Background: an optimization exercise with open tools, aiming at small area, a short achievable clock period and few clock cycles. Do not read the settings as production practice.
The RTL was checked by simulation tests, not by an equivalence proof against the original design.

## flow/design.v (module list and top-level ports; edited modules follow where they fit)
// module nvqm_sin_rom: 1035 lines
// module nvqm_tan_rom: 1033 lines
// module nvqm_core: 409 lines
module nvqm_core (
    input  wire        clk,
    input  wire        rst,
    input  wire        bus_valid,
    input  wire        bus_write,
    input  wire [7:0]  bus_addr,
    input  wire [31:0] bus_wdata,
    output wire        bus_ready,
    output reg  [31:0] bus_rdata,
    output reg         bus_rvalid,
    output wire        fault_o
);
  // ...
==> flow/run.sh <==
#!/bin/bash
# synth_recipe.tcl (not shown) runs the flow's synth.tcl, then flattens the netlist and writes it again
# the make line also repeats each setting of config.mk as NAME=value (left out here)
make -C /OpenROAD-flow-scripts/flow DESIGN_CONFIG=/design/flow/config.mk WORK_HOME=/design/flow/orfs CLKGATE_MAP_FILE= SYNTH_SCRIPT=/design/flow/synth_recipe.tcl finish
==> flow/config.mk <==
export PLATFORM = sky130hd
export DESIGN_NAME = nvqm_core
export DESIGN_NICKNAME = nvqm_core
export VERILOG_FILES = /design/flow/design.v
export SDC_FILE = /design/flow/constraint.sdc
export NUM_CORES = 4
export LEC_CHECK = 0
export CAP_MARGIN = 20
export CORE_MARGIN = 2
export CORE_UTILIZATION = 25
export PLACE_DENSITY = 0.4
export SLEW_MARGIN = 20
export SYNTH_MEMORY_MAX_BITS = 65536
==> flow/constraint.sdc <==
create_clock -name core_clock -period 25.0 [get_ports {clk}]
set_input_delay 5.0000 -clock core_clock [delete_from_list [all_inputs] [get_ports {clk}]]
set_output_delay 5.0000 -clock core_clock [all_outputs]
set_load 0.01 [all_outputs]
==> qor.log, run 1 <==
qor: yosys.synth-edff-count 926
qor: worst_setup_path.crit_path_max_fanout 30
qor: yosys.most_repeated_cell_in_the_gate_level_netlist_after_synthesis sky130_fd_sc_hd__nand2_1
qor: routing.finalWirelength 982 mm
qor: cells_and_area.seq_area_share 18.0%
qor: grt.grt_antenna_before_repair 132
qor: cts.cts.reportedPaths.clkPinSlew 0.06 ns
qor: routing.wl_met1 397 mm
qor: routing.wl_met3 105 mm
qor: yosys.synth_sequential_area_ratio 20.1%
qor: worst_setup_path.worst-r2r-cell-count 64
qor: cells_and_area.multi_input_area 102000 µm²
qor: grt.grt_pass1_vias 137000
qor: cells_and_area.signal_buffers 964
qor: status.status timing/DRC/antenna clean
qor: floorplanning.n_tap_cell 7287
qor: cells_and_area.multiInputCombCellCount 12500
qor: routing.wl_met2 400 mm
qor: grt.sum_of_overflow_across_all_layers_after_global_routing 0
qor: worst_hold_path.worstHoldPathCells 2
qor: yosys.synth.top_cells.by_area sky130_fd_sc_hd__edfxtp_1 20%, sky130_fd_sc_hd__fa_1 12%, sky130_fd_sc_hd__mux4_2 11%
qor: routing.initialDrtViolationCount 23200
qor: grt.grt_pass1_wl 1300 mm
Testbench counts, summed over its fixed seeds: cycles 102,748.
==> module nvqm_core, before the edit <==
module nvqm_core (
    input  wire        clk,
    input  wire        rst,
    input  wire        bus_valid,
    input  wire        bus_write,
    input  wire [7:0]  bus_addr,
    input  wire [31:0] bus_wdata,
    output wire        bus_ready,
    output reg  [31:0] bus_rdata,
    output reg         bus_rvalid,
    output wire        fault_o
);
    localparam [5:0] OP_ADD   = 6'h01, OP_SUB   = 6'h02, OP_MUL   = 6'h03,
                     OP_DIV   = 6'h04, OP_MOD   = 6'h05, OP_ABS   = 6'h06,
                     OP_MIN   = 6'h07, OP_MAX   = 6'h08, OP_CLAMP = 6'h09,
                     OP_FLOOR = 6'h0A, OP_CEIL  = 6'h0B, OP_ROUND = 6'h0C,
                     OP_LERP  = 6'h0D, OP_AWRAP = 6'h10, OP_SIN   = 6'h11,
                     OP_COS   = 6'h12, OP_TAN   = 6'h13, OP_ATAN2 = 6'h18,
                     OP_ATAN  = 6'h19, OP_ASIN  = 6'h1A, OP_ACOS  = 6'h1B,
                     OP_SQRT  = 6'h20, OP_LDH   = 6'h30, OP_LDL   = 6'h31,
                     OP_MOV   = 6'h32;
    localparam [31:0] XINT1 = 32'h0001_0000;
    localparam [2:0] S_IDLE  = 3'd0,
                     S_DIV   = 3'd1,    
                     S_SQRT  = 3'd2,    
                     S_AT    = 3'd3,    
                     S_POLY1 = 3'd4,    
                     S_POLY2 = 3'd5;    
    reg [31:0] xr [0:15];
    reg        st_dz;
    reg        st_ill;
    assign fault_o = st_dz | st_ill;
    reg  [2:0] state;
    assign bus_ready = (state == S_IDLE);
    wire       accept    = bus_valid && bus_ready && !rst;
    wire [5:0] word_addr = bus_addr[7:2];
    wire       sel_cmd   = (word_addr == 6'h00);
    wire       sel_stat  = (word_addr == 6'h01);
    wire       sel_xreg  = (word_addr[5:4] == 2'b01);
    wire       issue     = accept && bus_write && sel_cmd;
    wire [31:0] w     = bus_wdata;
    wire [5:0]  op    = w[31:26];
    wire [3:0]  f_rd  = w[25:22];
    wire [3:0]  f_rs1 = w[21:18];
    wire [3:0]  f_rs2 = w[17:14];
    wire [3:0]  f_rs3 = w[13:10];
    wire [15:0] imm16 = w[15:0];
    reg        op_known;
    reg [31:0] op_mask;
    always @(*) begin
        op_known = 1'b1;
        case (op)
            OP_ADD, OP_SUB, OP_MUL, OP_DIV, OP_MOD, OP_MIN, OP_MAX, OP_ATAN2:
                op_mask = 32'hFC00_3FFF;                        
            OP_CLAMP, OP_LERP:
                op_mask = 32'hFC00_03FF;                        
            OP_ABS, OP_FLOOR, OP_CEIL, OP_ROUND, OP_AWRAP, OP_SIN, OP_COS,
            OP_TAN, OP_ATAN, OP_ASIN, OP_ACOS, OP_SQRT, OP_MOV:
                op_mask = 32'hFC03_FFFF;                        
            OP_LDH, OP_LDL:
                op_mask = 32'hFC3F_0000;                        
            default: begin
                op_mask  = 32'hFFFF_FFFF;
                op_known = 1'b0;
            end
        endcase
    end
    wire legal = op_known && ((w & op_mask) == {op, 26'd0});
    wire [31:0] a  = xr[f_rs1];
    wire [31:0] b  = xr[f_rs2];
    wire [31:0] c  = xr[f_rs3];
    wire [31:0] dv = xr[f_rd];
    wire signed [31:0] as = a;
    wire signed [31:0] bs = b;
    wire signed [31:0] cs = c;
    reg [5:0]  cur_op;      
    reg [3:0]  cur_rd;
    reg [31:0] opa;         
    reg [31:0] at_y;        
    reg [31:0] at_x;
    reg        at_yneg;
    reg [10:0] at_base;
    reg [31:0] r_q;         
    reg [31:0] rr_q;        
    reg  [31:0] mul_a;
    reg  [31:0] mul_b;
    wire signed [63:0] mul_full = $signed(mul_a) * $signed(mul_b);
    wire [31:0] mul_q = mul_full[47:16];
    wire [31:0] lerp_d = b - a;
    always @(*) begin
        case (state)
            S_POLY1: begin mul_a = r_q;  mul_b = r_q; end
            S_POLY2: begin mul_a = rr_q; mul_b = r_q; end
            default: begin
                if (op == OP_LERP) begin
                    mul_a = lerp_d; mul_b = c;
                end else if (op == OP_ASIN || op == OP_ACOS) begin
                    mul_a = a;      mul_b = a;
                end else begin
                    mul_a = a;      mul_b = b;
                end
            end
        endcase
    end
    reg [47:0] dv_quo;      
    reg [32:0] dv_rem;
    reg [31:0] dv_den;
    reg [5:0]  dv_cnt;
    reg        dv_qneg;     
    reg        dv_rneg;     
    reg [1:0]  dv_use;      
    localparam [1:0] DV_ARITH = 2'd0,    
                     DV_INV   = 2'd1,    
                     DV_ATAN  = 2'd2;    
    wire [32:0] dv_shift = {dv_rem[31:0], dv_quo[47]};
    wire        dv_ge    = (dv_shift >= {1'b0, dv_den});
    wire [32:0] dv_sub   = dv_shift - {1'b0, dv_den};
    wire [47:0] dv_qsigned = dv_qneg ? (48'd0 - dv_quo) : dv_quo;
    wire [31:0] div_res    = dv_qsigned[31:0];
    wire [31:0] mod_res    = dv_rneg ? (32'd0 - dv_rem[31:0]) : dv_rem[31:0];
    reg [47:0] sq_rad;
    reg [27:0] sq_rem;
    reg [23:0] sq_root;
    reg [4:0]  sq_cnt;
    reg        sq_neg;
    wire [27:0] sq_shift = {sq_rem[25:0], sq_rad[47:46]};
    wire [27:0] sq_trial = {2'b00, sq_root, 2'b01};
    wire        sq_ge    = (sq_shift >= sq_trial);
    wire [31:0] sq_res   = sq_neg ? (32'd0 - {8'd0, sq_root}) : {8'd0, sq_root};
    wire [11:0] trig_ang = (op == OP_COS) ? (a[11:0] + 12'd1024) : a[11:0];
    wire [9:0]  sin_k    = trig_ang[9:0];
    wire [10:0] sin_idx  = trig_ang[10] ? (11'd1024 - {1'b0, sin_k}) : {1'b0, sin_k};
    wire [16:0] sin_mag;
    nvqm_sin_rom u_sin (.idx(sin_idx), .val(sin_mag));
    wire [31:0] sin_val  = trig_ang[11] ? (32'd0 - {15'd0, sin_mag}) : {15'd0, sin_mag};
    wire [10:0] tan_j   = a[10:0];
    wire [9:0]  tan_idx = tan_j[10] ? (10'd0 - tan_j[9:0]) : tan_j[9:0];
    wire [25:0] tan_mag;
    nvqm_tan_rom u_tan (.idx(tan_idx), .val(tan_mag));
    reg  [31:0] tan_val;
    always @(*) begin
        if (tan_j == 11'd1024)
            tan_val = 32'h7FFF_FFFF;
        else if (tan_j[10])
            tan_val = 32'd0 - {6'd0, tan_mag};
        else
            tan_val = {6'd0, tan_mag};
    end
    wire [31:0] a_floor = {a[31:16], 16'd0};
    wire [31:0] a_neg   = 32'd0 - a;
    wire [31:0] a_round = a + 32'h0000_8000;
    reg [31:0] fast_res;
    always @(*) begin
        case (op)
            OP_ADD:   fast_res = a + b;
            OP_SUB:   fast_res = a - b;
            OP_MUL:   fast_res = mul_q;
            OP_ABS:   fast_res = as[31] ? a_neg : a;
            OP_MIN:   fast_res = (as < bs) ? a : b;
            OP_MAX:   fast_res = (as > bs) ? a : b;
            OP_CLAMP: fast_res = (as < bs) ? b : ((as > cs) ? c : a);
            OP_FLOOR: fast_res = a_floor;
            OP_CEIL:  fast_res = (a[15:0] == 16'd0) ? a : (a_floor + XINT1);
            OP_ROUND: fast_res = {a_round[31:16], 16'd0};
            OP_LERP:  fast_res = a + mul_q;
            OP_AWRAP: fast_res = {20'd0, a[11:0]};
            OP_SIN,
            OP_COS:   fast_res = sin_val;
            OP_TAN:   fast_res = tan_val;
            OP_LDH:   fast_res = {imm16, 16'd0};
            OP_LDL:   fast_res = {dv[31:16], imm16};
            default:  fast_res = a;                         
        endcase
    end
    wire is_slow = (op == OP_DIV) || (op == OP_MOD) || (op == OP_SQRT) ||
                   (op == OP_ATAN2) || (op == OP_ATAN) ||
                   (op == OP_ASIN) || (op == OP_ACOS);
    wire        asn_lo   = (as <= -32'sh0001_0000);
    wire        asn_hi   = (as >= 32'sh0001_0000);
    wire        asn_band = (as > -32'sd51) && (as < 32'sd51);
    wire [31:0] asn_rad  = XINT1 - mul_q;                   
    wire signed [31:0] at_ys = at_y;
    wire signed [31:0] at_xs = at_x;
    wire        at_zero  = (at_y == 32'd0) && (at_x == 32'd0);
    wire        at_xone  = (at_x == XINT1) &&
                           ((at_ys >= 32'sh7FFF_0000) || (at_ys <= -32'sh7FFF_0000));
    wire [31:0] at_ay    = at_ys[31] ? (32'd0 - at_y) : at_y;
    wire [31:0] at_num   = at_xs[31] ? (at_x + at_ay) : (at_x - at_ay);
    wire [31:0] at_den   = at_xs[31] ? (at_ay - at_x) : (at_x + at_ay);
    wire [31:0] poly_t   = mul_q;                           
    wire [31:0] poly_p   = (poly_t << 7) - (r_q * 32'd640);
    wire [31:0] poly_pr  = poly_p + 32'h0000_8000;
    wire [31:0] poly_off = {{16{poly_pr[31]}}, poly_pr[31:16]};
    wire [31:0] ang0     = {21'd0, at_base} + poly_off;
    wire [31:0] ang1     = (at_yneg && (ang0 != 32'd0)) ? (32'd4096 - ang0) : ang0;
    function [11:0] acos_fix(input [11:0] ang);
        acos_fix = ((cur_op == OP_ACOS) && opa[31]) ? (ang + 12'd2048) : ang;
    endfunction
    function [31:0] mag32(input [31:0] v);
        mag32 = v[31] ? (32'd0 - v) : v;
    endfunction
    reg        wr_en;
    reg [3:0]  wr_idx;
    reg [31:0] wr_val;
    always @(posedge clk) begin
        if (rst) begin
            state      <= S_IDLE;
            st_dz      <= 1'b0;
            st_ill     <= 1'b0;
            bus_rvalid <= 1'b0;
        end else begin
            bus_rvalid <= accept && !bus_write;
            if (accept && !bus_write) begin
                if (sel_stat)
                    bus_rdata <= {30'd0, st_ill, st_dz};
                else if (sel_xreg)
                    bus_rdata <= xr[word_addr[3:0]];
                else
                    bus_rdata <= 32'd0;
            end
            if (accept && bus_write && sel_stat) begin
                if (bus_wdata[0]) st_dz  <= 1'b0;
                if (bus_wdata[1]) st_ill <= 1'b0;
            end
            case (state)
                S_IDLE: begin
                    if (issue) begin
                        cur_op <= op;
                        cur_rd <= f_rd;
                        opa    <= a;
                        if (!legal) begin
                            st_ill <= 1'b1;
                        end else if (is_slow) begin
                            case (op)
                                OP_DIV, OP_MOD: begin
                                    if (b == 32'd0) begin
                                        st_dz <= 1'b1;
                                    end else begin
                                        dv_quo  <= (op == OP_DIV) ? {mag32(a), 16'd0}
                                                                  : {16'd0, mag32(a)};
                                        dv_rem  <= 33'd0;
                                        dv_den  <= mag32(b);
                                        dv_cnt  <= 6'd0;
                                        dv_qneg <= a[31] ^ b[31];
                                        dv_rneg <= a[31];
                                        dv_use  <= DV_ARITH;
                                        state   <= S_DIV;
                                    end
                                end
                                OP_SQRT: begin
                                    sq_rad  <= {mag32(a), 16'd0};
                                    sq_rem  <= 28'd0;
                                    sq_root <= 24'd0;
                                    sq_cnt  <= 5'd0;
                                    sq_neg  <= a[31];
                                    state   <= S_SQRT;
                                end
                                OP_ATAN2: begin
                                    at_y  <= a;
                                    at_x  <= b;
                                    state <= S_AT;
                                end
                                OP_ATAN: begin
                                    at_y  <= a;
                                    at_x  <= XINT1;
                                    state <= S_AT;
                                end
                                default: begin                  
                                    if (asn_lo || asn_hi || asn_band) begin
                                    end else begin
                                        sq_rad  <= {asn_rad, 16'd0};
                                        sq_rem  <= 28'd0;
                                        sq_root <= 24'd0;
                                        sq_cnt  <= 5'd0;
                                        sq_neg  <= 1'b0;
                                        state   <= S_SQRT;
                                    end
                                end
                            endcase
                        end
                    end
                end
                S_DIV: begin
                    if (dv_cnt != 6'd48) begin
                        dv_quo <= {dv_quo[46:0], dv_ge};
                        dv_rem <= dv_ge ? dv_sub : dv_shift;
                        dv_cnt <= dv_cnt + 6'd1;
                    end else begin
                        case (dv_use)
                            DV_ARITH: state <= S_IDLE;       
                            DV_INV: begin                    
                                at_y  <= div_res;
                                at_x  <= XINT1;
                                state <= S_AT;
                            end
                            default: begin                   
                                r_q   <= div_res;
                                state <= S_POLY1;
                            end
                        endcase
                    end
                end
                S_SQRT: begin
                    if (sq_cnt != 5'd24) begin
                        sq_rad  <= {sq_rad[45:0], 2'b00};
                        sq_rem  <= sq_ge ? (sq_shift - sq_trial) : sq_shift;
                        sq_root <= {sq_root[22:0], sq_ge};
                        sq_cnt  <= sq_cnt + 5'd1;
                    end else if (cur_op == OP_SQRT) begin
                        state <= S_IDLE;                     
                    end else begin
                        dv_quo  <= (cur_op == OP_ASIN) ? {mag32(opa), 16'd0}
                                                       : {8'd0, sq_root, 16'd0};
                        dv_rem  <= 33'd0;
                        dv_den  <= (cur_op == OP_ASIN) ? {8'd0, sq_root} : mag32(opa);
                        dv_cnt  <= 6'd0;
                        dv_qneg <= opa[31];
                        dv_rneg <= 1'b0;
                        dv_use  <= DV_INV;
                        state   <= S_DIV;
                    end
                end
                S_AT: begin
                    if (at_zero || at_xone) begin
                        state <= S_IDLE;                     
                    end else if (at_den == 32'd0) begin
                        st_dz <= 1'b1;
                        state <= S_IDLE;
                    end else begin
                        at_yneg <= at_ys[31];
                        at_base <= at_xs[31] ? 11'd1536 : 11'd512;
                        dv_quo  <= {mag32(at_num), 16'd0};
                        dv_rem  <= 33'd0;
                        dv_den  <= mag32(at_den);
                        dv_cnt  <= 6'd0;
                        dv_qneg <= at_num[31] ^ at_den[31];
                        dv_rneg <= 1'b0;
                        dv_use  <= DV_ATAN;
                        state   <= S_DIV;
                    end
                end
                S_POLY1: begin
                    rr_q  <= mul_q;
                    state <= S_POLY2;
                end
                S_POLY2: begin
                    state <= S_IDLE;
                end
                default: state <= S_IDLE;
            endcase
        end
    end
    always @(*) begin
        wr_en  = 1'b0;
        wr_idx = cur_rd;
        wr_val = 32'd0;
        case (state)
            S_IDLE: begin
                if (accept && bus_write && sel_xreg) begin
                    wr_en  = 1'b1;
                    wr_idx = word_addr[3:0];
                    wr_val = bus_wdata;
                end else if (issue && legal) begin
                    wr_idx = f_rd;
                    if (!is_slow) begin
                        wr_en  = 1'b1;
                        wr_val = fast_res;
                    end else if (op == OP_ASIN && (asn_lo || asn_hi || asn_band)) begin
                        wr_en  = 1'b1;
                        wr_val = asn_lo ? 32'd3072 : (asn_hi ? 32'd1024 : 32'd0);
                    end else if (op == OP_ACOS && (asn_lo || asn_hi || asn_band)) begin
                        wr_en  = 1'b1;
                        wr_val = asn_lo ? 32'd2048 : (asn_hi ? 32'd0 : 32'd1024);
                    end
                end
            end
            S_DIV: begin
                if (dv_cnt == 6'd48 && dv_use == DV_ARITH) begin
                    wr_en  = 1'b1;
                    wr_val = (cur_op == OP_DIV) ? div_res : mod_res;
                end
            end
            S_SQRT: begin
                if (sq_cnt == 5'd24 && cur_op == OP_SQRT) begin
                    wr_en  = 1'b1;
                    wr_val = sq_res;
                end
            end
            S_AT: begin
                if (at_zero) begin
                    wr_en  = 1'b1;
                    wr_val = {20'd0, acos_fix(12'd0)};
                end else if (at_xone) begin
                    wr_en  = 1'b1;
                    wr_val = {20'd0, acos_fix(at_ys[31] ? 12'd3072 : 12'd1024)};
                end
            end
            S_POLY2: begin
                wr_en  = 1'b1;
                wr_val = {20'd0, acos_fix(ang1[11:0])};
            end
            default: ;
        endcase
    end
    always @(posedge clk) begin
        if (wr_en)
            xr[wr_idx] <= wr_val;
    end
endmodule
==> inputs of run 2 (changes only) <==
--- a/flow/design.v
+++ b/flow/design.v
@@ -2088,113 +2088,219 @@
                      OP_SQRT  = 6'h20, OP_LDH   = 6'h30, OP_LDL   = 6'h31,
                      OP_MOV   = 6'h32;
     localparam [31:0] XINT1 = 32'h0001_0000;
-    localparam [2:0] S_IDLE  = 3'd0,
-                     S_DIV   = 3'd1,    
-                     S_SQRT  = 3'd2,    
-                     S_AT    = 3'd3,    
-                     S_POLY1 = 3'd4,    
-                     S_POLY2 = 3'd5;    
+    localparam [3:0] S_IDLE = 4'd0,    
+                     S_X1   = 4'd1,    
+                     S_MULW = 4'd2,    
+                     S_DSET = 4'd3,    
+                     S_DIT  = 4'd4,    
+                     S_DFIN = 4'd5,    
+                     S_SQIT = 4'd6,    
+                     S_SFIN = 4'd7,    
+                     S_ASQ  = 4'd8,    
+                     S_AS2  = 4'd10,   
+                     S_P1   = 4'd11,   
+                     S_P2   = 4'd12;   
     reg [31:0] xr [0:15];
     reg        st_dz;
     reg        st_ill;
     assign fault_o = st_dz | st_ill;
-    reg  [2:0] state;
-    assign bus_ready = (state == S_IDLE);
-    wire       accept    = bus_valid && bus_ready && !rst;
-    wire [5:0] word_addr = bus_addr[7:2];
-    wire       sel_cmd   = (word_addr == 6'h00);
-    wire       sel_stat  = (word_addr == 6'h01);
-    wire       sel_xreg  = (word_addr[5:4] == 2'b01);
-    wire       issue     = accept && bus_write && sel_cmd;
-    wire [31:0] w     = bus_wdata;
-    wire [5:0]  op    = w[31:26];
-    wire [3:0]  f_rd  = w[25:22];
-    wire [3:0]  f_rs1 = w[21:18];
-    wire [3:0]  f_rs2 = w[17:14];
-    wire [3:0]  f_rs3 = w[13:10];
-    wire [15:0] imm16 = w[15:0];
-    reg        op_known;
-    reg [31:0] op_mask;
+    reg        ready_q;
+    reg [3:0]  state;
+    assign bus_ready = ready_q;
+    wire       accept   = bus_valid & ready_q & ~rst;
+    wire [5:0] waddr    = bus_addr[7:2];
+    wire       sel_cmd  = (waddr == 6'h00);
+    wire       sel_stat = (waddr == 6'h01);
+    wire       sel_xreg = (waddr[5:4] == 2'b01);
+    wire [5:0] iop = bus_wdata[31:26];
+    reg        i_known;
+    reg        i_slow;
+    reg [31:0] i_mask;
     always @(*) begin
-        op_known = 1'b1;
-        case (op)
-            OP_ADD, OP_SUB, OP_MUL, OP_DIV, OP_MOD, OP_MIN, OP_MAX, OP_ATAN2:
-                op_mask = 32'hFC00_3FFF;                        
-            OP_CLAMP, OP_LERP:
-                op_mask = 32'hFC00_03FF;                        
+        i_known = 1'b1;
+        i_slow  = 1'b0;
+        case (iop)
+            OP_ADD, OP_SUB, OP_MIN, OP_MAX:
+                i_mask = 32'hFC00_3FFF;
+            OP_MUL, OP_DIV, OP_MOD, OP_ATAN2: begin
+                i_mask = 32'hFC00_3FFF;
+                i_slow = 1'b1;
+            end
+            OP_CLAMP:
+                i_mask = 32'hFC00_03FF;
+            OP_LERP: begin
+                i_mask = 32'hFC00_03FF;
+                i_slow = 1'b1;
+            end
             OP_ABS, OP_FLOOR, OP_CEIL, OP_ROUND, OP_AWRAP, OP_SIN, OP_COS,
-            OP_TAN, OP_ATAN, OP_ASIN, OP_ACOS, OP_SQRT, OP_MOV:
-                op_mask = 32'hFC03_FFFF;                        
+            OP_TAN, OP_MOV:
+                i_mask = 32'hFC03_FFFF;
+            OP_ATAN, OP_ASIN, OP_ACOS, OP_SQRT: begin
+                i_mask = 32'hFC03_FFFF;
+                i_slow = 1'b1;
+            end
             OP_LDH, OP_LDL:
-                op_mask = 32'hFC3F_0000;                        
+                i_mask = 32'hFC3F_0000;
             default: begin
-                op_mask  = 32'hFFFF_FFFF;
-                op_known = 1'b0;
+                i_mask  = 32'hFFFF_FFFF;
+                i_known = 1'b0;
             end
         endcase
     end
-    wire legal = op_known && ((w & op_mask) == {op, 26'd0});
-    wire [31:0] a  = xr[f_rs1];
-    wire [31:0] b  = xr[f_rs2];
-    wire [31:0] c  = xr[f_rs3];
-    wire [31:0] dv = xr[f_rd];
+    wire i_legal  = i_known && ((bus_wdata & i_mask) == {iop, 26'd0});
+    wire i_issue  = accept & bus_write & sel_cmd;
+    wire go_fast  = i_issue & i_legal & ~i_slow;
+    wire go_slow  = i_issue & i_legal & i_slow;
+    reg [31:0] W;
+    reg [3:0]  A;
+    reg        x_fast;      
+    reg        x_hw;        
+    wire [5:0] op  = W[31:26];
+    wire [3:0] rd  = W[25:22];
+    wire [31:0] a  = xr[W[21:18]];
+    wire [31:0] b  = xr[W[17:14]];
+    wire [31:0] c  = xr[W[13:10]];
     wire signed [31:0] as = a;
     wire signed [31:0] bs = b;
     wire signed [31:0] cs = c;
-    reg [5:0]  cur_op;      
-    reg [3:0]  cur_rd;
-    reg [31:0] opa;         
-    reg [31:0] at_y;        
-    reg [31:0] at_x;
-    reg        at_yneg;
-    reg [10:0] at_base;
-    reg [31:0] r_q;         
-    reg [31:0] rr_q;        
-    reg  [31:0] mul_a;
-    reg  [31:0] mul_b;
-    wire signed [63:0] mul_full = $signed(mul_a) * $signed(mul_b);
-    wire [31:0] mul_q = mul_full[47:16];
-    wire [31:0] lerp_d = b - a;
+    wire is_mod  = (op == OP_MOD);
+    wire is_div  = (op == OP_DIV);
+    wire is_lerp = (op == OP_LERP);
+    wire is_sqrt = (op == OP_SQRT);
+    wire is_at   = (op == OP_ATAN2) | (op == OP_ATAN);
+    wire is_asin = (op == OP_ASIN);
+    wire is_acos = (op == OP_ACOS);
+    reg [31:0] R;           
+    reg [31:0] D;           
+    reg [47:0] NQ;          
+    reg [31:0] MB;
+    reg [31:0] MC;
+    reg [3:0]  cnt;
+    reg [33:0] D3;          
+    reg        qneg, rneg, yneg, xneg, aneg, div2;
+    wire        mc_en = (state == S_P2) | ((state == S_MULW) & is_lerp);
+    wire [31:0] mcv   = mc_en ? MC : 32'd0;
+    wire [31:0] mres;
+    nvqm_mul u_mul (.x(NQ[31:0]), .y(MB), .z(mcv), .p(mres));
+    reg [31:0] dv_r;
+    reg [47:0] dv_q;
+    reg [33:0] dv_sh;
+    reg [34:0] dv_t1, dv_t2, dv_t3;
+    integer i;
     always @(*) begin
-        case (state)
-            S_POLY1: begin mul_a = r_q;  mul_b = r_q; end
-            S_POLY2: begin mul_a = rr_q; mul_b = r_q; end
-            default: begin
-                if (op == OP_LERP) begin
-                    mul_a = lerp_d; mul_b = c;
-                end else if (op == OP_ASIN || op == OP_ACOS) begin
-                    mul_a = a;      mul_b = a;
-                end else begin
-                    mul_a = a;      mul_b = b;
-                end
+        dv_r = R;
+        dv_q = NQ;
+        for (i = 0; i < 2; i = i + 1) begin
+            dv_sh = {dv_r, dv_q[47:46]};
+            dv_t1 = {1'b0, dv_sh} - {3'b000, D};
+            dv_t2 = {1'b0, dv_sh} - {2'b00, D, 1'b0};
+            dv_t3 = {1'b0, dv_sh} - {1'b0, D3};
+            if (!dv_t3[34]) begin
+                dv_q = {dv_q[45:0], 2'b11};
+                dv_r = dv_t3[31:0];
+            end else if (!dv_t2[34]) begin
+                dv_q = {dv_q[45:0], 2'b10};
+                dv_r = dv_t2[31:0];
+            end else if (!dv_t1[34]) begin
+                dv_q = {dv_q[45:0], 2'b01};
+                dv_r = dv_t1[31:0];
+            end else begin
+                dv_q = {dv_q[45:0], 2'b00};
+                dv_r = dv_sh[31:0];
             end
-        endcase
+        end
     end
-    reg [47:0] dv_quo;      
-    reg [32:0] dv_rem;
-    reg [31:0] dv_den;
-    reg [5:0]  dv_cnt;
-    reg        dv_qneg;     
-    reg        dv_rneg;     
-    reg [1:0]  dv_use;      
-    localparam [1:0] DV_ARITH = 2'd0,    
-                     DV_INV   = 2'd1,    
-                     DV_ATAN  = 2'd2;    
-    wire [32:0] dv_shift = {dv_rem[31:0], dv_quo[47]};
-    wire        dv_ge    = (dv_shift >= {1'b0, dv_den});
-    wire [32:0] dv_sub   = dv_shift - {1'b0, dv_den};
-    wire [47:0] dv_qsigned = dv_qneg ? (48'd0 - dv_quo) : dv_quo;
-    wire [31:0] div_res    = dv_qsigned[31:0];
-    wire [31:0] mod_res    = dv_rneg ? (32'd0 - dv_rem[31:0]) : dv_rem[31:0];
-    reg [47:0] sq_rad;
-    reg [27:0] sq_rem;
+    reg [25:0] sq_r;
     reg [23:0] sq_root;
-    reg [4:0]  sq_cnt;
-    reg        sq_neg;
-    wire [27:0] sq_shift = {sq_rem[25:0], sq_rad[47:46]};
-    wire [27:0] sq_trial = {2'b00, sq_root, 2'b01};
-    wire        sq_ge    = (sq_shift >= sq_trial);
-    wire [31:0] sq_res   = sq_neg ? (32'd0 - {8'd0, sq_root}) : {8'd0, sq_root};
+    reg [47:0] sq_q;
+    reg [27:0] sq_sh;
+    reg [28:0] sq_df;
+    always @(*) begin
+        sq_r    = R[25:0];
+        sq_root = D[23:0];
+        sq_q    = NQ;
+        for (i = 0; i < 4; i = i + 1) begin
+            sq_sh   = {sq_r, sq_q[47:46]};
+            sq_df   = {1'b0, sq_sh} - {3'b000, sq_root, 2'b01};
+            sq_root = {sq_root[22:0], ~sq_df[28]};
+            sq_r    = sq_df[28] ? sq_sh[25:0] : sq_df[25:0];
+            sq_q    = {sq_q[45:0], 2'b00};
+        end
+    end
+    wire        ds_fromx = (state == S_X1);
+    wire [31:0] ds_sx = ds_fromx ? a : R;
+    wire [31:0] ds_sd = ds_fromx ? b : D;
+    wire [31:0] ds_x  = ds_sx[31] ? (32'd0 - ds_sx) : ds_sx;
+    wire [31:0] ds_d  = ds_sd[31] ? (32'd0 - ds_sd) : ds_sd;
+    wire        ds_go = (state == S_DSET) ||
+                        ((state == S_X1) && (is_div || is_mod) && (b != 32'd0));
+    wire        ds_c0  = (ds_x[31:16] == 16'd0) && ({ds_x[15:0], 16'd0} < ds_d);
+    wire        ds_c16 = (ds_x < ds_d);
+    wire        ds_c20 = ({4'd0, ds_x[31:4]} < ds_d);
+    wire        ds_c32 = ({16'd0, ds_x[31:16]} < ds_d);
+    reg  [31:0] ds_r;
+    reg  [47:0] ds_q;
+    reg  [3:0]  ds_n;
+    always @(*) begin
+        if (ds_c16) begin
+            ds_r = ds_x;
+            ds_q = 48'd0;
+            ds_n = is_mod ? 4'd0 : (ds_c0 ? 4'd0 : 4'd4);
+        end else if (ds_c20) begin
+            ds_r = {4'd0, ds_x[31:4]};
+            ds_q = {ds_x[3:0], 44'd0};
+            ds_n = is_mod ? 4'd1 : 4'd5;
+        end else if (ds_c32) begin
+            ds_r = {16'd0, ds_x[31:16]};
+            ds_q = {ds_x[15:0], 32'd0};
+            ds_n = is_mod ? 4'd4 : 4'd8;
+        end else begin
+            ds_r = 32'd0;
+            ds_q = {ds_x, 16'd0};
+            ds_n = is_mod ? 4'd8 : 4'd12;
+        end
+    end
+    wire [31:0] sx_a = as[31] ? (32'd0 - a) : a;
+    reg  [47:0] sx_q;
+    reg  [3:0]  sx_n;
+    always @(*) begin
+        if (sx_a[31:8] == 24'd0) begin
+            sx_q = {sx_a[7:0], 40'd0};  sx_n = 4'd3;
+        end else if (sx_a[31:16] == 16'd0) begin
+            sx_q = {sx_a[15:0], 32'd0}; sx_n = 4'd4;
+        end else if (sx_a[31:24] == 8'd0) begin
+            sx_q = {sx_a[23:0], 24'd0}; sx_n = 4'd5;
+        end else begin
+            sx_q = {sx_a, 16'd0};       sx_n = 4'd6;
+        end
+    end
+    wire [31:0] at_y   = a;
+    wire [31:0] at_x   = (op == OP_ATAN) ? XINT1 : b;
+    wire signed [31:0] at_ys = at_y;
+    wire [31:0] at_ay  = at_y[31] ? (32'd0 - at_y) : at_y;
+    wire [31:0] at_num = at_x[31] ? (at_x + at_ay) : (at_x - at_ay);
+    wire [31:0] at_den = at_x[31] ? (at_ay - at_x) : (at_x + at_ay);
+    wire        at_zero = (at_y == 32'd0) && (at_x == 32'd0);
+    wire        at_xone = (at_x == XINT1) &&
+                          ((at_ys >= 32'sh7FFF_0000) || (at_ys <= -32'sh7FFF_0000));
+    wire        at_dz   = (at_den == 32'd0);
+    wire        asn_lo   = (as <= -32'sh0001_0000);
+    wire        asn_hi   = (as >= 32'sh0001_0000);
+    wire        asn_band = (as > -32'sd51) && (as < 32'sd51);
+    wire        asn_done = asn_lo | asn_hi | asn_band;
+    wire [31:0] asn_val  = is_asin ? (asn_lo ? 32'd3072 : (asn_hi ? 32'd1024 : 32'd0))
+                                   : (asn_lo ? 32'd2048 : (asn_hi ? 32'd0 : 32'd1024));
+    wire [16:0] as_rad = 17'h1_0000 - mres[16:0];
+    wire [31:0] as_q   = NQ[31:0];
+    wire        as_big = (as_q[31:16] != 16'd0);             
+    wire [31:0] as_x   = as_big ? (as_q - XINT1) : (XINT1 - as_q);
+    wire [31:0] as_d   = XINT1 + as_q;
+    wire        as_z   = (as_q == 32'd0);
+    wire [31:0] p_r  = qneg ? (32'd0 - NQ[31:0]) : NQ[31:0];
+    wire [31:0] p_kh = (xneg ? 32'h000C_0100 : 32'h0004_0100) - (p_r + {p_r[29:0], 2'b00});
+    wire [11:0] p_a0 = mres[20:9];
+    wire [11:0] p_a1 = yneg ? (12'd0 - p_a0) : p_a0;
+    wire [11:0] p_ang = {p_a1[11] ^ (is_acos & aneg), p_a1[10:0]};
     wire [11:0] trig_ang = (op == OP_COS) ? (a[11:0] + 12'd1024) : a[11:0];
     wire [9:0]  sin_k    = trig_ang[9:0];
     wire [10:0] sin_idx  = trig_ang[10] ? (11'd1024 - {1'b0, sin_k}) : {1'b0, sin_k};
@@ -2215,263 +2321,328 @@
             tan_val = {6'd0, tan_mag};
     end
     wire [31:0] a_floor = {a[31:16], 16'd0};
-    wire [31:0] a_neg   = 32'd0 - a;
     wire [31:0] a_round = a + 32'h0000_8000;
-    reg [31:0] fast_res;
+    reg  [31:0] fast_res;
     always @(*) begin
         case (op)
             OP_ADD:   fast_res = a + b;
             OP_SUB:   fast_res = a - b;
-            OP_MUL:   fast_res = mul_q;
-            OP_ABS:   fast_res = as[31] ? a_neg : a;
+            OP_ABS:   fast_res = as[31] ? (32'd0 - a) : a;
             OP_MIN:   fast_res = (as < bs) ? a : b;
             OP_MAX:   fast_res = (as > bs) ? a : b;
             OP_CLAMP: fast_res = (as < bs) ? b : ((as > cs) ? c : a);
             OP_FLOOR: fast_res = a_floor;
             OP_CEIL:  fast_res = (a[15:0] == 16'd0) ? a : (a_floor + XINT1);
             OP_ROUND: fast_res = {a_round[31:16], 16'd0};
-            OP_LERP:  fast_res = a + mul_q;
             OP_AWRAP: fast_res = {20'd0, a[11:0]};
             OP_SIN,
             OP_COS:   fast_res = sin_val;
             OP_TAN:   fast_res = tan_val;
-            OP_LDH:   fast_res = {imm16, 16'd0};
-            OP_LDL:   fast_res = {dv[31:16], imm16};
+            OP_LDH:   fast_res = {W[15:0], 16'd0};
+            OP_LDL:   fast_res = {16'd0, W[15:0]};
             default:  fast_res = a;                         
         endcase
     end
-    wire is_slow = (op == OP_DIV) || (op == OP_MOD) || (op == OP_SQRT) ||
-                   (op == OP_ATAN2) || (op == OP_ATAN) ||
-                   (op == OP_ASIN) || (op == OP_ACOS);
-    wire        asn_lo   = (as <= -32'sh0001_0000);
-    wire        asn_hi   = (as >= 32'sh0001_0000);
-    wire        asn_band = (as > -32'sd51) && (as < 32'sd51);
-    wire [31:0] asn_rad  = XINT1 - mul_q;                   
-    wire signed [31:0] at_ys = at_y;
-    wire signed [31:0] at_xs = at_x;
-    wire        at_zero  = (at_y == 32'd0) && (at_x == 32'd0);
-    wire        at_xone  = (at_x == XINT1) &&
-                           ((at_ys >= 32'sh7FFF_0000) || (at_ys <= -32'sh7FFF_0000));
-    wire [31:0] at_ay    = at_ys[31] ? (32'd0 - at_y) : at_y;
-    wire [31:0] at_num   = at_xs[31] ? (at_x + at_ay) : (at_x - at_ay);
-    wire [31:0] at_den   = at_xs[31] ? (at_ay - at_x) : (at_x + at_ay);
-    wire [31:0] poly_t   = mul_q;                           
-    wire [31:0] poly_p   = (poly_t << 7) - (r_q * 32'd640);
-    wire [31:0] poly_pr  = poly_p + 32'h0000_8000;
-    wire [31:0] poly_off = {{16{poly_pr[31]}}, poly_pr[31:16]};
-    wire [31:0] ang0     = {21'd0, at_base} + poly_off;
-    wire [31:0] ang1     = (at_yneg && (ang0 != 32'd0)) ? (32'd4096 - ang0) : ang0;
-    function [11:0] acos_fix(input [11:0] ang);
-        acos_fix = ((cur_op == OP_ACOS) && opa[31]) ? (ang + 12'd2048) : ang;
-    endfunction
-    function [31:0] mag32(input [31:0] v);
-        mag32 = v[31] ? (32'd0 - v) : v;
-    endfunction
     reg        wr_en;
+    reg        wr_lo;       
     reg [3:0]  wr_idx;
     reg [31:0] wr_val;
-    always @(posedge clk) begin
-        if (rst) begin
-            state      <= S_IDLE;
-            st_dz      <= 1'b0;
-            st_ill     <= 1'b0;
-            bus_rvalid <= 1'b0;
+    always @(*) begin
+        wr_en  = 1'b0;
+        wr_lo  = 1'b0;
+        wr_idx = rd;
+        wr_val = fast_res;
+        if (x_hw) begin
+            wr_en  = 1'b1;
+            wr_idx = A;
+            wr_val = W;
+        end else if (x_fast) begin
+            wr_en  = 1'b1;
+            wr_lo  = (op == OP_LDL);
         end else begin
-            bus_rvalid <= accept && !bus_write;
-            if (accept && !bus_write) begin
-                if (sel_stat)
-                    bus_rdata <= {30'd0, st_ill, st_dz};
-                else if (sel_xreg)
-                    bus_rdata <= xr[word_addr[3:0]];
-                else
-                    bus_rdata <= 32'd0;
-            end
-            if (accept && bus_write && sel_stat) begin
-                if (bus_wdata[0]) st_dz  <= 1'b0;
-                if (bus_wdata[1]) st_ill <= 1'b0;
-            end
             case (state)
-                S_IDLE: begin
-                    if (issue) begin
-                        cur_op <= op;
-                        cur_rd <= f_rd;
-                        opa    <= a;
-                        if (!legal) begin
-                            st_ill <= 1'b1;
-                        end else if (is_slow) begin
-                            case (op)
-                                OP_DIV, OP_MOD: begin
-                                    if (b == 32'd0) begin
-                                        st_dz <= 1'b1;
-                                    end else begin
-                                        dv_quo  <= (op == OP_DIV) ? {mag32(a), 16'd0}
-                                                                  : {16'd0, mag32(a)};
-                                        dv_rem  <= 33'd0;
-                                        dv_den  <= mag32(b);
-                                        dv_cnt  <= 6'd0;
-                                        dv_qneg <= a[31] ^ b[31];
-                                        dv_rneg <= a[31];
-                                        dv_use  <= DV_ARITH;
-                                        state   <= S_DIV;
-                                    end
-                                end
-                                OP_SQRT: begin
-                                    sq_rad  <= {mag32(a), 16'd0};
-                                    sq_rem  <= 28'd0;
-                                    sq_root <= 24'd0;
-                                    sq_cnt  <= 5'd0;
-                                    sq_neg  <= a[31];
-                                    state   <= S_SQRT;
-                                end
-                                OP_ATAN2: begin
-                                    at_y  <= a;
-                                    at_x  <= b;
-                                    state <= S_AT;
-                                end
-                                OP_ATAN: begin
-                                    at_y  <= a;
-                                    at_x  <= XINT1;
-                                    state <= S_AT;
-                                end
-                                default: begin                  
-                                    if (asn_lo || asn_hi || asn_band) begin
-                                    end else begin
-                                        sq_rad  <= {asn_rad, 16'd0};
-                                        sq_rem  <= 28'd0;
-                                        sq_root <= 24'd0;
-                                        sq_cnt  <= 5'd0;
-                                        sq_neg  <= 1'b0;
-                                        state   <= S_SQRT;
-                                    end
-                                end
-                            endcase
-                        end
-                    end
-                end
-                S_DIV: begin
-                    if (dv_cnt != 6'd48) begin
-                        dv_quo <= {dv_quo[46:0], dv_ge};
-                        dv_rem <= dv_ge ? dv_sub : dv_shift;
-                        dv_cnt <= dv_cnt + 6'd1;
-                    end else begin
-                        case (dv_use)
-                            DV_ARITH: state <= S_IDLE;       
-                            DV_INV: begin                    
-                                at_y  <= div_res;
-                                at_x  <= XINT1;
-                                state <= S_AT;
-                            end
-                            default: begin                   
-                                r_q   <= div_res;
-                                state <= S_POLY1;
-                            end
-                        endcase
+                S_X1: begin
+                    if (is_at && (at_zero || at_xone)) begin
+                        wr_en  = 1'b1;
+                        wr_val = at_zero ? 32'd0 : (at_ys[31] ? 32'd3072 : 32'd1024);
+                    end else if ((is_asin || is_acos) && asn_done) begin
+                        wr_en  = 1'b1;
+                        wr_val = asn_val;
                     end
                 end
-                S_SQRT: begin
-                    if (sq_cnt != 5'd24) begin
-                        sq_rad  <= {sq_rad[45:0], 2'b00};
-                        sq_rem  <= sq_ge ? (sq_shift - sq_trial) : sq_shift;
-                        sq_root <= {sq_root[22:0], sq_ge};
-                        sq_cnt  <= sq_cnt + 5'd1;
-                    end else if (cur_op == OP_SQRT) begin
-                        state <= S_IDLE;                     
-                    end else begin
-                        dv_quo  <= (cur_op == OP_ASIN) ? {mag32(opa), 16'd0}
-                                                       : {8'd0, sq_root, 16'd0};
-                        dv_rem  <= 33'd0;
-                        dv_den  <= (cur_op == OP_ASIN) ? {8'd0, sq_root} : mag32(opa);
-                        dv_cnt  <= 6'd0;
-                        dv_qneg <= opa[31];
-                        dv_rneg <= 1'b0;
-                        dv_use  <= DV_INV;
-                        state   <= S_DIV;
-                    end
+                S_MULW: begin
+                    wr_en  = 1'b1;
+                    wr_val = mres;
                 end
-                S_AT: begin
-                    if (at_zero || at_xone) begin
-                        state <= S_IDLE;                     
-                    end else if (at_den == 32'd0) begin
-                        st_dz <= 1'b1;
-                        state <= S_IDLE;
-                    end else begin
-                        at_yneg <= at_ys[31];
-                        at_base <= at_xs[31] ? 11'd1536 : 11'd512;
-                        dv_quo  <= {mag32(at_num), 16'd0};
-                        dv_rem  <= 33'd0;
-                        dv_den  <= mag32(at_den);
-                        dv_cnt  <= 6'd0;
-                        dv_qneg <= at_num[31] ^ at_den[31];
-                        dv_rneg <= 1'b0;
-                        dv_use  <= DV_ATAN;
-                        state   <= S_DIV;
-                    end
+                S_DFIN: begin
+                    wr_en  = 1'b1;
+                    wr_val = is_mod ? (rneg ? (32'd0 - R) : R)
+                                    : (qneg ? (32'd0 - NQ[31:0]) : NQ[31:0]);
                 end
-                S_POLY1: begin
-                    rr_q  <= mul_q;
-                    state <= S_POLY2;
+                S_SFIN: begin
+                    wr_en  = 1'b1;
+                    wr_val = qneg ? (32'd0 - D) : D;
                 end
-                S_POLY2: begin
-                    state <= S_IDLE;
+                S_P2: begin
+                    wr_en  = 1'b1;
+                    wr_val = {20'd0, p_ang};
                 end
-                default: state <= S_IDLE;
+                default: ;
             endcase
         end
     end
+    always @(posedge clk) begin
+        if (wr_en) begin
+            xr[wr_idx][15:0] <= wr_val[15:0];
+            if (!wr_lo)
+                xr[wr_idx][31:16] <= wr_val[31:16];
+        end
+    end
+    wire [31:0] rd_x   = xr[bus_addr[5:2]];
+    wire        rd_hit = wr_en && (wr_idx == bus_addr[5:2]);
+    always @(posedge clk) begin
+        if (sel_stat)
+            bus_rdata <= {30'd0, st_ill, st_dz};
+        else if (sel_xreg)
+            bus_rdata <= {(rd_hit && !wr_lo) ? wr_val[31:16] : rd_x[31:16],
+                          rd_hit ? wr_val[15:0] : rd_x[15:0]};
+        else
+            bus_rdata <= 32'd0;
+    end
+    always @(posedge clk) begin
+        if (ready_q) begin
+            W <= bus_wdata;
+            A <= bus_addr[5:2];
+        end
+    end
+    always @(posedge clk) begin
+        x_fast <= go_fast;
+        x_hw   <= accept & bus_write & sel_xreg;
+    end
+    reg [3:0] nstate;
     always @(*) begin
-        wr_en  = 1'b0;
-        wr_idx = cur_rd;
-        wr_val = 32'd0;
-        case (state)
-            S_IDLE: begin
-                if (accept && bus_write && sel_xreg) begin
-                    wr_en  = 1'b1;
-                    wr_idx = word_addr[3:0];
-                    wr_val = bus_wdata;
-                end else if (issue && legal) begin
-                    wr_idx = f_rd;
-                    if (!is_slow) begin
-                        wr_en  = 1'b1;
-                        wr_val = fast_res;
-                    end else if (op == OP_ASIN && (asn_lo || asn_hi || asn_band)) begin
-                        wr_en  = 1'b1;
-                        wr_val = asn_lo ? 32'd3072 : (asn_hi ? 32'd1024 : 32'd0);
-                    end else if (op == OP_ACOS && (asn_lo || asn_hi || asn_band)) begin
-                        wr_en  = 1'b1;
-                        wr_val = asn_lo ? 32'd2048 : (asn_hi ? 32'd0 : 32'd1024);
+        nstate = state;
+        if (ready_q) begin
+            nstate = go_slow ? S_X1 : S_IDLE;
+        end else begin
+            case (state)
+                S_X1: begin
+                    if (op == OP_MUL || is_lerp)
+                        nstate = S_MULW;
+                    else if (is_div || is_mod)
+                        nstate = (b == 32'd0) ? S_IDLE : ((ds_n != 4'd0) ? S_DIT : S_DFIN);
+                    else if (is_sqrt)
+                        nstate = S_SQIT;
+                    else if (is_at)
+                        nstate = (at_zero || at_xone || at_dz) ? S_IDLE : S_DSET;
+                    else
+                        nstate = asn_done ? S_IDLE : S_ASQ;
+                end
+                S_DSET: begin
+                    if (ds_n != 4'd0)
+                        nstate = S_DIT;
+                    else if (is_div || is_mod)
+                        nstate = S_DFIN;
+                    else if (is_at || div2)
+                        nstate = S_P1;
+                    else
+                        nstate = S_AS2;
+                end
+                S_DIT: begin
+                    if (cnt == 4'd1) begin
+                        if (is_div || is_mod)
+                            nstate = S_DFIN;
+                        else if (is_at || div2)
+                            nstate = S_P1;
+                        else
+                            nstate = S_AS2;
                     end
                 end
+                S_SQIT: begin
+                    if (cnt == 4'd1)
+                        nstate = is_sqrt ? S_SFIN : S_DSET;
+                end
+                S_ASQ:  nstate = as_rad[16] ? S_DSET : S_SQIT;
+                S_AS2:  nstate = S_DIT;
+                S_P1:   nstate = S_P2;
+                default: nstate = S_IDLE;
+            endcase
+        end
+    end
+    wire n_ready = (nstate == S_IDLE) || (nstate == S_MULW) || (nstate == S_DFIN) ||
+                   (nstate == S_SFIN) || (nstate == S_P2);
+    always @(posedge clk) begin
+        if (rst) begin
+            state      <= S_IDLE;
+            ready_q    <= 1'b1;
+            st_dz      <= 1'b0;
+            st_ill     <= 1'b0;
+            bus_rvalid <= 1'b0;
+        end else begin
+            state      <= nstate;
+            ready_q    <= n_ready;
+            bus_rvalid <= accept & ~bus_write;
+            if (accept && bus_write && sel_stat) begin
+                if (bus_wdata[0]) st_dz  <= 1'b0;
+                if (bus_wdata[1]) st_ill <= 1'b0;
             end
-            S_DIV: begin
-                if (dv_cnt == 6'd48 && dv_use == DV_ARITH) begin
-                    wr_en  = 1'b1;
-                    wr_val = (cur_op == OP_DIV) ? div_res : mod_res;
+            if (i_issue && !i_legal)
+                st_ill <= 1'b1;
+            if (state == S_X1 &&
+                (((is_div || is_mod) && b == 32'd0) ||
+                 (is_at && !at_zero && !at_xone && at_dz)))
+                st_dz <= 1'b1;
+        end
+    end
+    always @(posedge clk) begin
+        case (state)
+            S_X1: begin
+                div2 <= 1'b0;
+                aneg <= a[31];
+                if (op == OP_MUL) begin
+                    NQ[31:0] <= a;
+                    MB       <= b;
+                end else if (is_lerp) begin
+                    NQ[31:0] <= b - a;
+                    MB       <= c;
+                    MC       <= a;
+                end else if (is_div || is_mod) begin
+                end else if (is_sqrt) begin
+                    R    <= 32'd0;
+                    D    <= 32'd0;
+                    NQ   <= sx_q;
+                    cnt  <= sx_n;
+                    qneg <= a[31];
+                end else if (is_at) begin
+                    R    <= at_num;
+                    D    <= at_den;
+                    yneg <= at_y[31];
+                    xneg <= at_x[31];
+                end else begin
+                    NQ[31:0] <= a;
+                    MB       <= a;
+                    MC       <= a;
                 end
             end
-            S_SQRT: begin
-                if (sq_cnt == 5'd24 && cur_op == OP_SQRT) begin
-                    wr_en  = 1'b1;
-                    wr_val = sq_res;
+            S_DIT: begin
+                R   <= dv_r;
+                NQ  <= dv_q;
+                cnt <= cnt - 4'd1;
+                MB  <= dv_q[31:0];
+            end
+            S_SQIT: begin
+                cnt <= cnt - 4'd1;
+                NQ  <= sq_q;
+                if (cnt == 4'd1 && !is_sqrt) begin
+                    R <= is_asin ? MC : {8'd0, sq_root};
+                    D <= is_asin ? {8'd0, sq_root} : MC;
+                end else begin
+                    R <= {6'd0, sq_r};
+                    D <= {8'd0, sq_root};
                 end
             end
-            S_AT: begin
-                if (at_zero) begin
-                    wr_en  = 1'b1;
-                    wr_val = {20'd0, acos_fix(12'd0)};
-                end else if (at_xone) begin
-                    wr_en  = 1'b1;
-                    wr_val = {20'd0, acos_fix(at_ys[31] ? 12'd3072 : 12'd1024)};
+            S_ASQ: begin
+                if (as_rad[16]) begin
+                    R <= is_asin ? MC : XINT1;
+                    D <= is_asin ? XINT1 : MC;
+                end else begin
+                    R   <= 32'd0;
+                    D   <= 32'd0;
+                    NQ  <= {as_rad[15:0], 32'd0};
+                    cnt <= 4'd4;
                 end
             end
-            S_POLY2: begin
-                wr_en  = 1'b1;
-                wr_val = {20'd0, acos_fix(ang1[11:0])};
+            S_AS2: begin
+                R    <= as_z ? {4'd0, as_x[31:4]} : as_x;
+                NQ   <= 48'd0;
+                D    <= as_d;
+                D3   <= {1'b0, as_d, 1'b0} + {2'b00, as_d};
+                cnt  <= as_z ? 4'd5 : 4'd4;
+                qneg <= as_big;
+                yneg <= qneg & !as_z;
+                xneg <= 1'b0;
+                div2 <= 1'b1;
+            end
+            S_P1: begin
+                NQ[31:0] <= mres;
+                MB       <= p_r;
+                MC       <= p_kh;
             end
             default: ;
         endcase
+        if (ds_go) begin
+            R    <= ds_r;
+            D    <= ds_d;
+            D3   <= {1'b0, ds_d, 1'b0} + {2'b00, ds_d};
+            NQ   <= ds_q;
+            cnt  <= ds_n;
+            qneg <= ds_sx[31] ^ ds_sd[31];
+            rneg <= ds_sx[31];
+            MB   <= 32'd0;                  
+        end
     end
-    always @(posedge clk) begin
-        if (wr_en)
-            xr[wr_idx] <= wr_val;
+endmodule
+module nvqm_mul (
+    input  wire [31:0] x,
+    input  wire [31:0] y,
+    input  wire [31:0] z,
+    output wire [31:0] p
+);
+    reg [47:0] r0 [0:18];
+    reg [47:0] negs;
+    reg [32:0] pp;
+    reg        ym1, one, two, neg;
+    integer i;
+    always @(*) begin
+        negs = 48'd0;
+        for (i = 0; i < 16; i = i + 1) begin
+            ym1 = (i == 0) ? 1'b0 : y[2*i-1];
+            one = y[2*i] ^ ym1;
+            two = (y[2*i+1] & ~y[2*i] & ~ym1) | (~y[2*i+1] & y[2*i] & ym1);
+            neg = y[2*i+1] & ~(y[2*i] & ym1);
+            pp  = ({33{one}} & {x[31], x}) | ({33{two}} & {x, 1'b0});
+            pp  = pp ^ {33{neg}};
+            r0[i] = {14'd0, ~pp[32], pp} << (2*i);
+            negs  = negs | ({47'd0, neg} << (2*i));
+        end
+        r0[16] = negs;
+        r0[17] = {z, 16'd0};
+        r0[18] = 48'h5556_0000_0000;    
     end
+    wire [47:0] s1_0 = r0[0] ^ r0[1] ^ r0[2];
+    wire [47:0] c1_0 = {(r0[0][46:0] & r0[1][46:0]) | (r0[0][46:0] & r0[2][46:0]) | (r0[1][46:0] & r0[2][46:0]), 1'b0};
+    wire [47:0] s1_1 = r0[3] ^ r0[4] ^ r0[5];
+    wire [47:0] c1_1 = {(r0[3][46:0] & r0[4][46:0]) | (r0[3][46:0] & r0[5][46:0]) | (r0[4][46:0] & r0[5][46:0]), 1'b0};
+    wire [47:0] s1_2 = r0[6] ^ r0[7] ^ r0[8];
+    wire [47:0] c1_2 = {(r0[6][46:0] & r0[7][46:0]) | (r0[6][46:0] & r0[8][46:0]) | (r0[7][46:0] & r0[8][46:0]), 1'b0};
+    wire [47:0] s1_3 = r0[9] ^ r0[10] ^ r0[11];
+    wire [47:0] c1_3 = {(r0[9][46:0] & r0[10][46:0]) | (r0[9][46:0] & r0[11][46:0]) | (r0[10][46:0] & r0[11][46:0]), 1'b0};
+    wire [47:0] s1_4 = r0[12] ^ r0[13] ^ r0[14];
+    wire [47:0] c1_4 = {(r0[12][46:0] & r0[13][46:0]) | (r0[12][46:0] & r0[14][46:0]) | (r0[13][46:0] & r0[14][46:0]), 1'b0};
+    wire [47:0] s1_5 = r0[15] ^ r0[16] ^ r0[17];
+    wire [47:0] c1_5 = {(r0[15][46:0] & r0[16][46:0]) | (r0[15][46:0] & r0[17][46:0]) | (r0[16][46:0] & r0[17][46:0]), 1'b0};
+    wire [47:0] s2_0 = s1_0 ^ c1_0 ^ s1_1;
+    wire [47:0] c2_0 = {(s1_0[46:0] & c1_0[46:0]) | (s1_0[46:0] & s1_1[46:0]) | (c1_0[46:0] & s1_1[46:0]), 1'b0};
+    wire [47:0] s2_1 = c1_1 ^ s1_2 ^ c1_2;
+    wire [47:0] c2_1 = {(c1_1[46:0] & s1_2[46:0]) | (c1_1[46:0] & c1_2[46:0]) | (s1_2[46:0] & c1_2[46:0]), 1'b0};
+    wire [47:0] s2_2 = s1_3 ^ c1_3 ^ s1_4;
+    wire [47:0] c2_2 = {(s1_3[46:0] & c1_3[46:0]) | (s1_3[46:0] & s1_4[46:0]) | (c1_3[46:0] & s1_4[46:0]), 1'b0};
+    wire [47:0] s2_3 = c1_4 ^ s1_5 ^ c1_5;
+    wire [47:0] c2_3 = {(c1_4[46:0] & s1_5[46:0]) | (c1_4[46:0] & c1_5[46:0]) | (s1_5[46:0] & c1_5[46:0]), 1'b0};
+    wire [47:0] s3_0 = s2_0 ^ c2_0 ^ s2_1;
+    wire [47:0] c3_0 = {(s2_0[46:0] & c2_0[46:0]) | (s2_0[46:0] & s2_1[46:0]) | (c2_0[46:0] & s2_1[46:0]), 1'b0};
+    wire [47:0] s3_1 = c2_1 ^ s2_2 ^ c2_2;
+    wire [47:0] c3_1 = {(c2_1[46:0] & s2_2[46:0]) | (c2_1[46:0] & c2_2[46:0]) | (s2_2[46:0] & c2_2[46:0]), 1'b0};
+    wire [47:0] s3_2 = s2_3 ^ c2_3 ^ r0[18];
+    wire [47:0] c3_2 = {(s2_3[46:0] & c2_3[46:0]) | (s2_3[46:0] & r0[18][46:0]) | (c2_3[46:0] & r0[18][46:0]), 1'b0};
+    wire [47:0] s4_0 = s3_0 ^ c3_0 ^ s3_1;
+    wire [47:0] c4_0 = {(s3_0[46:0] & c3_0[46:0]) | (s3_0[46:0] & s3_1[46:0]) | (c3_0[46:0] & s3_1[46:0]), 1'b0};
+    wire [47:0] s4_1 = c3_1 ^ s3_2 ^ c3_2;
+    wire [47:0] c4_1 = {(c3_1[46:0] & s3_2[46:0]) | (c3_1[46:0] & c3_2[46:0]) | (s3_2[46:0] & c3_2[46:0]), 1'b0};
+    wire [47:0] s5_0 = s4_0 ^ c4_0 ^ s4_1;
+    wire [47:0] c5_0 = {(s4_0[46:0] & c4_0[46:0]) | (s4_0[46:0] & s4_1[46:0]) | (c4_0[46:0] & s4_1[46:0]), 1'b0};
+    wire [47:0] s6_0 = s5_0 ^ c5_0 ^ c4_1;
+    wire [47:0] c6_0 = {(s5_0[46:0] & c5_0[46:0]) | (s5_0[46:0] & c4_1[46:0]) | (c5_0[46:0] & c4_1[46:0]), 1'b0};
+    wire [47:0] sum = s6_0 + c6_0;
+    assign p = sum[47:16];
 endmodule
==> flow/flow/run.sh (new file) <==
#!/bin/bash
set -euo pipefail
bash standard.sh SETUP_SLACK_MARGIN=15 finish > flow_make.log 2>&1
==> flow/standard.sh (new file) <==
#!/bin/bash
# synth_recipe.tcl (not shown) runs the flow's synth.tcl, then flattens the netlist and writes it again
# the make line also repeats each setting of config.mk as NAME=value (left out here)
make -C /OpenROAD-flow-scripts/flow DESIGN_CONFIG=/design/flow/config.mk WORK_HOME=/design/flow/orfs CLKGATE_MAP_FILE= SYNTH_SCRIPT=/design/flow/synth_recipe.tcl "${@:-finish}"
--- a/flow/config.mk
+++ b/flow/config.mk
@@ -7,7 +7,7 @@
 export LEC_CHECK = 0
 export CAP_MARGIN = 20
 export CORE_MARGIN = 2
-export CORE_UTILIZATION = 25
-export PLACE_DENSITY = 0.4
+export CORE_UTILIZATION = 60
+export PLACE_DENSITY = 0.7
 export SLEW_MARGIN = 20
 export SYNTH_MEMORY_MAX_BITS = 65536
removed: flow/run.sh
==> run 2 against run 1 <==
Effect of this change:
- the flow now stops in global routing
- synthesized area up 7.2%
- synthesized cell count up 13%
==> qor.log, run 2 <==
qor: grt.grt_pass1_wl 1530 mm
qor: status.status aborted with a tool error [was timing/DRC/antenna clean]
qor: yosys.synth.top_cells.by_area sky130_fd_sc_hd__edfxtp_1 15%, sky130_fd_sc_hd__mux4_2 9.3%, sky130_fd_sc_hd__ha_1 8.8% [was sky130_fd_sc_hd__edfxtp_1 20%, sky130_fd_sc_hd__fa_1 12%, sky130_fd_sc_hd__mux4_2 11%]
qor: yosys.synth.net_count 19600 [was 17600]
qor: floorplanning.chipHeight 502 µm [was 749 µm]
qor: yosys.most_repeated_cell_in_the_gate_level_netlist_after_synthesis sky130_fd_sc_hd__a21oi_1 [was sky130_fd_sc_hd__nand2_1]
qor: placed_design.placed_area 154000 µm² [was 151000 µm²]
qor: placed_design.port_buffers 76 [unchanged]
qor: yosys.yosys.cell_types.count 144 [was 127]
qor: yosys.synth_commonest_cells 1473 x sky130_fd_sc_hd__a21oi_1, 1422 x sky130_fd_sc_hd__nand2_1, 1359 x sky130_fd_sc_hd__nor2_1 [was 1617 x sky130_fd_sc_hd__nand2_1, 1527 x sky130_fd_sc_hd__nor2_1, 1256 x sky130_fd_sc_hd__inv_1]
qor: grt.global_route.usage.total 84.1%
qor: yosys.yosys_register_bits 822 [was 932]
qor: status.run.stop_error [ERROR GRT-0116] Global routing finished with congestion. Check the congestion regions in the DRC Viewer.
qor: yosys.synth-edff-count 736 [was 926]
qor: cts.cts_buffer_depth 3 [unchanged]
qor: grt.sum_of_overflow_across_all_layers_after_global_routing 3541
qor: yosys.synthFlopType sky130_fd_sc_hd__edfxtp_1 [unchanged]
qor: yosys.synth_top_cell_by_area sky130_fd_sc_hd__edfxtp_1 [unchanged]
qor: grt.grt_pass1_vias 193000
qor: floorplanning.top_level_ports 79 [unchanged]
qor: cts.clock_sink_count 822 [was 932]
qor: floorplanning.initial_core_util 60.4% [was 25.1%]
qor: placed_design.hpwlAfterDp 694 mm [was 735 mm]
qor: floorplanning.die_width 502 µm [was 749 µm]
qor: yosys.post-synth-top-area-fraction 14.9% [was 20.1%]
qor: floorplanning.placementRows 182 [was 273]
qor: yosys.synth.cell_area 149000 µm² [was 139000 µm²]
qor: grt.grt_max_degree 120
qor: status.outcome.stop_stage global routing
qor: placed_design.place_congestion 1.26 [was 1.11]
qor: cts.numCtsBuffers 92 [was 104]
qor: yosys.synth_area_per_cell 8.22 µm² [was 8.64 µm²]
qor: yosys.synth_sequential_area_ratio 16.0% [was 20.1%]
qor: yosys.ys_async_sr_fraction 0% [unchanged]
qor: cts.holdBufCountCts 0 [unchanged]
qor: cts.clockRootBuffer sky130_fd_sc_hd__clkbuf_16 [unchanged]
qor: cts.clock_tree.htree_level_count 3 [unchanged]
qor: yosys.yosysWarningCount 5 [was 3]
qor: yosys.postSynthCellCount 18100 [was 16100]
## run 2: layer usage
metal  GRT usage (%)  GRT overflow
met1            84.8           296
met2            96.5          1840
met3            72.0           308
met4            82.8          1057
met5            50.9            40
## run 2: worst max path at each step
stage,to,startpoint,cells after the start
CTS,bus_rdata[23]$_SDFF_PP0_,flip-flop,35
global placement,R[21]$_DFFE_PP_,D[0]$_DFFE_PP_,49
detailed placement,R[21]$_DFFE_PP_,D[0]$_DFFE_PP_,49
floorplan,R[21]$_DFFE_PP_,D[1]$_DFFE_PP_,53
## run 2: per-stage QoR
stage / instances / hold slack, ns / setup slack [ns] / utilization [%]
after floorplan: 18100 / 0.457 / 15.01 / -
after global placement: 20700 / 0.477 / 11.04 / 62.6
after detailed placement: 20800 / 0.516 / 11.02 / 62.6
after CTS: 21100 / 0.538 / 14.90 / 65.3
## run 2: cells by family after synthesis
kind of cell | share of synthesized area [%]
AOI/OAI and AO/OA | 29.0
and+or+nand+nor | 14.9
buffers and inverters | 7.14
adders and majority gates | 14.6
xor gates and xnor gates | 7.22
muxes | 11.2
DFF | 16.0
## run 2: timing repair
action                     CTS
pin swaps                   83
gates cloned                16
setup endpoints to repair  705
buffers inserted           122
hold endpoints to repair     0
resized for setup          444
Testbench counts of run 2, summed over its fixed seeds: cycles 24,657.

## port drivers added, routing unchanged
The results above use ideal ports. As a check the final layout listed here was re-extracted and re-timed, cells and wires unchanged.
Step 1 sets driving cells, clkbuf_16 on the clock port and buf_2 on the other inputs (assumed; they add their load-dependent delay and slew).
Step 2 times the ports against the registers' clock, not the clock port: input delays grow and output delays shrink by t, the midpoint of the rising clock arrivals with the driver on.
Slacks: ideal / step 1 / step 2; pairs: ideal / step 1.
run: run 1
t, ns: 0.866
setup WS [ns]: 1.711 / 1.424 / 0.558
worst setup path at the end: input to register
worst data-port slew with drivers (ns): 0.41
After both steps setup and hold are still met in run 1. For run 1, drivers alone change the setup slack by -0.287 ns; drivers and shift together by -1.153 ns.
